Context: an optimization exercise on an open-source flow, tuned for small area, a short achievable clock period and few clock cycles per item. The choices shown serve that exercise and are no tape-out recipe.
Power figures rest on the tool's default switching activity, not on a simulated workload.

Design irdec, start of the top module:
module irdec (
    input  wire        clk,
    input  wire        rst,
    input  wire        req_valid,
    output wire        req_ready,
    input  wire [2:0]  req_op,
    input  wire [31:0] req_now,
    output reg         rsp_valid,
    output wire [51:0] rsp
);
Settings: LEC_CHECK=0, CAP_MARGIN=20, CORE_MARGIN=2, CORE_UTILIZATION=40, CTS_BUF_LIST=sky130_fd_sc_hd__clkbuf_8, CTS_CLUSTER_DIAMETER=50, CTS_CLUSTER_SIZE=20, PLACE_DENSITY=0.6, SLEW_MARGIN=20, TNS_END_PERCENT=5; clock period 11.0 ns.
standard.sh (not shown) runs the stock make flow with config.mk's settings and CLKGATE_MAP_FILE= SYNTH_SCRIPT=/design/flow/synth_recipe.tcl, a recipe that flattens the netlist after the stock synthesis.
==> flow/flow/run.sh <==
#!/bin/bash
# Own layout flow: the standard flow (standard.sh, unchanged synthesis),
# with plain buffers on the ports instead of delay buffers, timing repair
# aiming for extra setup slack and free to change a cell's footprint when
# resizing it. The make run logs to its own file here.
set -euo pipefail
bash standard.sh \
  "BUFFER_PORTS_ARGS=-buffer_cell sky130_fd_sc_hd__buf_1" \
  "SETUP_SLACK_MARGIN=${OWN_SETUP_MARGIN:-7}" \
  "MATCH_CELL_FOOTPRINT=0" \
  finish > standard_finish.log 2>&1
==> next run, changes <==
--- a/flow/design.v
+++ b/flow/design.v
@@ -24,67 +24,69 @@
     reg [5:0]  pan_c;
     reg [47:0] pan_data;    
     reg        pan_ok;      
     reg        hact;
     reg        hge2;
     reg [7:0]  hp;
     reg [15:0] hprev;
     reg [31:0] hash;
-    reg        v0;
-    reg [2:0]  op0;
-    reg [31:0] now0;
-    always @(posedge clk) begin
-        v0   <= req_valid && !rst;
-        op0  <= req_op;
-        now0 <= req_now;
-    end
     reg        v1, e1;
     reg [2:0]  op1;
     reg [31:0] now1;
     reg [15:0] d1;         
-    reg        to1, nl1, nh1, ng1, pl1, pg1, win1;
+    reg        win1;
+    function automatic ge16(input [15:0] x, input [15:0] k);
+        integer i;
+        reg r;
+        begin
+            r = 1'b1;
+            for (i = 0; i < 16; i = i + 1)
+                r = k[i] ? (x[i] & r) : (x[i] | r);
+            ge16 = r;
+        end
+    endfunction
+    wire to1 = ge16(d1, 16'd27000);
+    wire nl1 = ge16(d1, 16'd12375);
+    wire nh1 = ge16(d1, 16'd6750);
+    wire ng1 = ge16(d1, 16'd1687);
+    wire pl1 = ge16(d1, 16'd3456);
+    wire pg1 = ge16(d1, 16'd1296);
     wire is_avail = v1 && (op1 == OP_AVAIL);
     wire is_recv  = v1 && (op1 == OP_RECV);
     wire is_read  = v1 && (op1 == OP_READ);
     wire is_reset = v1 && (op1 == OP_RESET);
     wire tp_op    = v1 && (op1 != 3'd0) && (op1 != 3'd6) && (op1 != 3'd7);
     wire hto     = hge2 && to1;
     wire tp_fire = tp_op && !pending && hto;
     wire pend1   = pending || tp_fire;
     wire edge_go = e1 && !pending && !hto;
     wire clear_all = rst || is_reset;
     wire [31:0] le_next = is_reset ? 32'd0 : edge_go ? now1 : last_edge;
     wire [31:0] lv_next = is_reset ? 32'd0 : last_event;
-    wire [16:0] lo_diff = {1'b0, now0[15:0]} - {1'b0, le_next[15:0]};
+    wire [16:0] lo_diff = {1'b0, req_now[15:0]} - {1'b0, le_next[15:0]};
     wire        lo_brw  = lo_diff[16];
     wire [15:0] el      = lo_diff[15:0];
-    wire [15:0] xh      = now0[31:16];
+    wire [15:0] xh      = req_now[31:16];
     wire [15:0] yh      = ~le_next[31:16];
     wire        hi_eq0  = ((xh ^ yh) == 16'hFFFF);
     wire        hi_eq1  = ((xh ^ yh) == {xh[14:0] | yh[14:0], 1'b0});
     wire        sat     = lo_brw ? !hi_eq1 : !hi_eq0;
-    wire [18:0] lw_diff = {1'b0, now0[17:0]} - {1'b0, lv_next[17:0]};
-    wire [13:0] xw      = now0[31:18];
+    wire [18:0] lw_diff = {1'b0, req_now[17:0]} - {1'b0, lv_next[17:0]};
+    wire [13:0] xw      = req_now[31:18];
     wire [13:0] yw      = ~lv_next[31:18];
     wire        w_eq0   = ((xw ^ yw) == 14'h3FFF);
     wire        w_eq1   = ((xw ^ yw) == {xw[12:0] | yw[12:0], 1'b0});
     wire        in_win  = (lw_diff[18] ? w_eq1 : w_eq0) && (lw_diff[17:0] < 18'd162000);
     always @(posedge clk) begin
-        v1   <= v0 && !rst;
-        e1   <= v0 && !rst && (op0 == OP_EDGE);
-        op1  <= op0;
-        now1 <= now0;
+        v1   <= req_valid && !rst;
+        e1   <= req_valid && !rst && (req_op == OP_EDGE);
+        op1  <= req_op;
+        now1 <= req_now;
         d1   <= el | {16{sat}};
-        to1  <= sat || (el >= 16'd27000);
-        nl1  <= sat || (el >= 16'd12375);
-        nh1  <= sat || (el >= 16'd6750);
-        ng1  <= sat || (el >= 16'd1687);
-        pl1  <= sat || (el >= 16'd3456);
-        pg1  <= sat || (el >= 16'd1296);
         win1 <= in_win;
     end
     wire nec_bit  = ng1;
     wire nec_cmp  = nec_bit ^ nec_data[16];        
     wire nec_hi   = (nec_c >= 6'd26);              
     reg  [5:0]  nec_c_n;
     reg         nec_claim;
     reg         nec_hold;                           
@@ -233,20 +235,17 @@
     wire [31:0] s1 = t0 ^ t1 ^ t2;
     wire [31:0] c1 = {((t0 & t1) | (t0 & t2) | (t1 & t2)), 1'b0};
     wire [31:0] s2 = t3 ^ t4 ^ t5;
     wire [31:0] c2 = {((t3 & t4) | (t3 & t5) | (t4 & t5)), 1'b0};
     wire [31:0] s3 = s1 ^ c1 ^ s2;
     wire [31:0] c3 = {((s1 & c1) | (s1 & s2) | (c1 & s2)), 1'b0};
     wire [31:0] s4 = s3 ^ c3 ^ c2;
     wire [31:0] c4 = {((s3 & c3) | (s3 & c2) | (c3 & c2)), 1'b0};
-    wire [16:0] hm_lo  = {1'b0, s4[15:0]} + {1'b0, c4[15:0]};
-    wire [15:0] hm_hi0 = s4[31:16] + c4[31:16];
-    wire [15:0] hm_hi1 = s4[31:16] + c4[31:16] + 16'd1;
-    wire [31:0] hmul   = {hm_lo[16] ? hm_hi1 : hm_hi0, hm_lo[15:0]};
+    wire [31:0] hmul = s4 + c4;
     always @(posedge clk) begin
         if (hi2)
             hash <= 32'h811C9DC5;
         else if (hf2)
             hash <= {hmul[31:2], hmul[1:0] ^ code2};
     end
     reg r_nec, r_pan, r_hash, r_flag;
     always @(posedge clk) begin
What happened: Cell count goes down by a few percent; worst setup slack degrades by 210 ps; non-clock buffer count rises by 19; combinational power came out higher by a few percent; worst hold slack gains 76 ps; flip-flop and latch count came out lower by 42; fmax falls by a few percent; design area fell by a few percent; wire length rises by a few percent; clock power hardly moves; die area drops by a little under a tenth; synthesized cell count is lower by a few percent; global-route usage is higher by 2.5 points.
Function was not checked in any run of this note: the RTL went through the layout flow alone.

## afterwards: timing with drivers on the ports
Ports are ideal in the flow. The routed layouts listed here were re-timed in OpenROAD. Step 1 assumes that a clkbuf_16 drives the clock port and a buf_2 every other input. Step 2 times the ports against the registers' clock, not the clock port: input delays grow and output delays shrink by t, the midpoint of the rising clock arrivals with the driver on. Three values: no drivers, after step 1, after step 2; two values: the first two.
| run | t (ns) | setup slack, ns | worst setup path after step 2 |
|---|---|---|---|
| the first run | 0.649 | 6.491 / 6.491 / 6.491 | register to register |
| the second run | 0.647 | 6.283 / 6.283 / 5.775 | input to register |
After both steps every run listed still meets setup and hold. The setup slack of the second run, which loses most, moves by 0.000 ns with the drivers and by -0.508 ns with both steps.
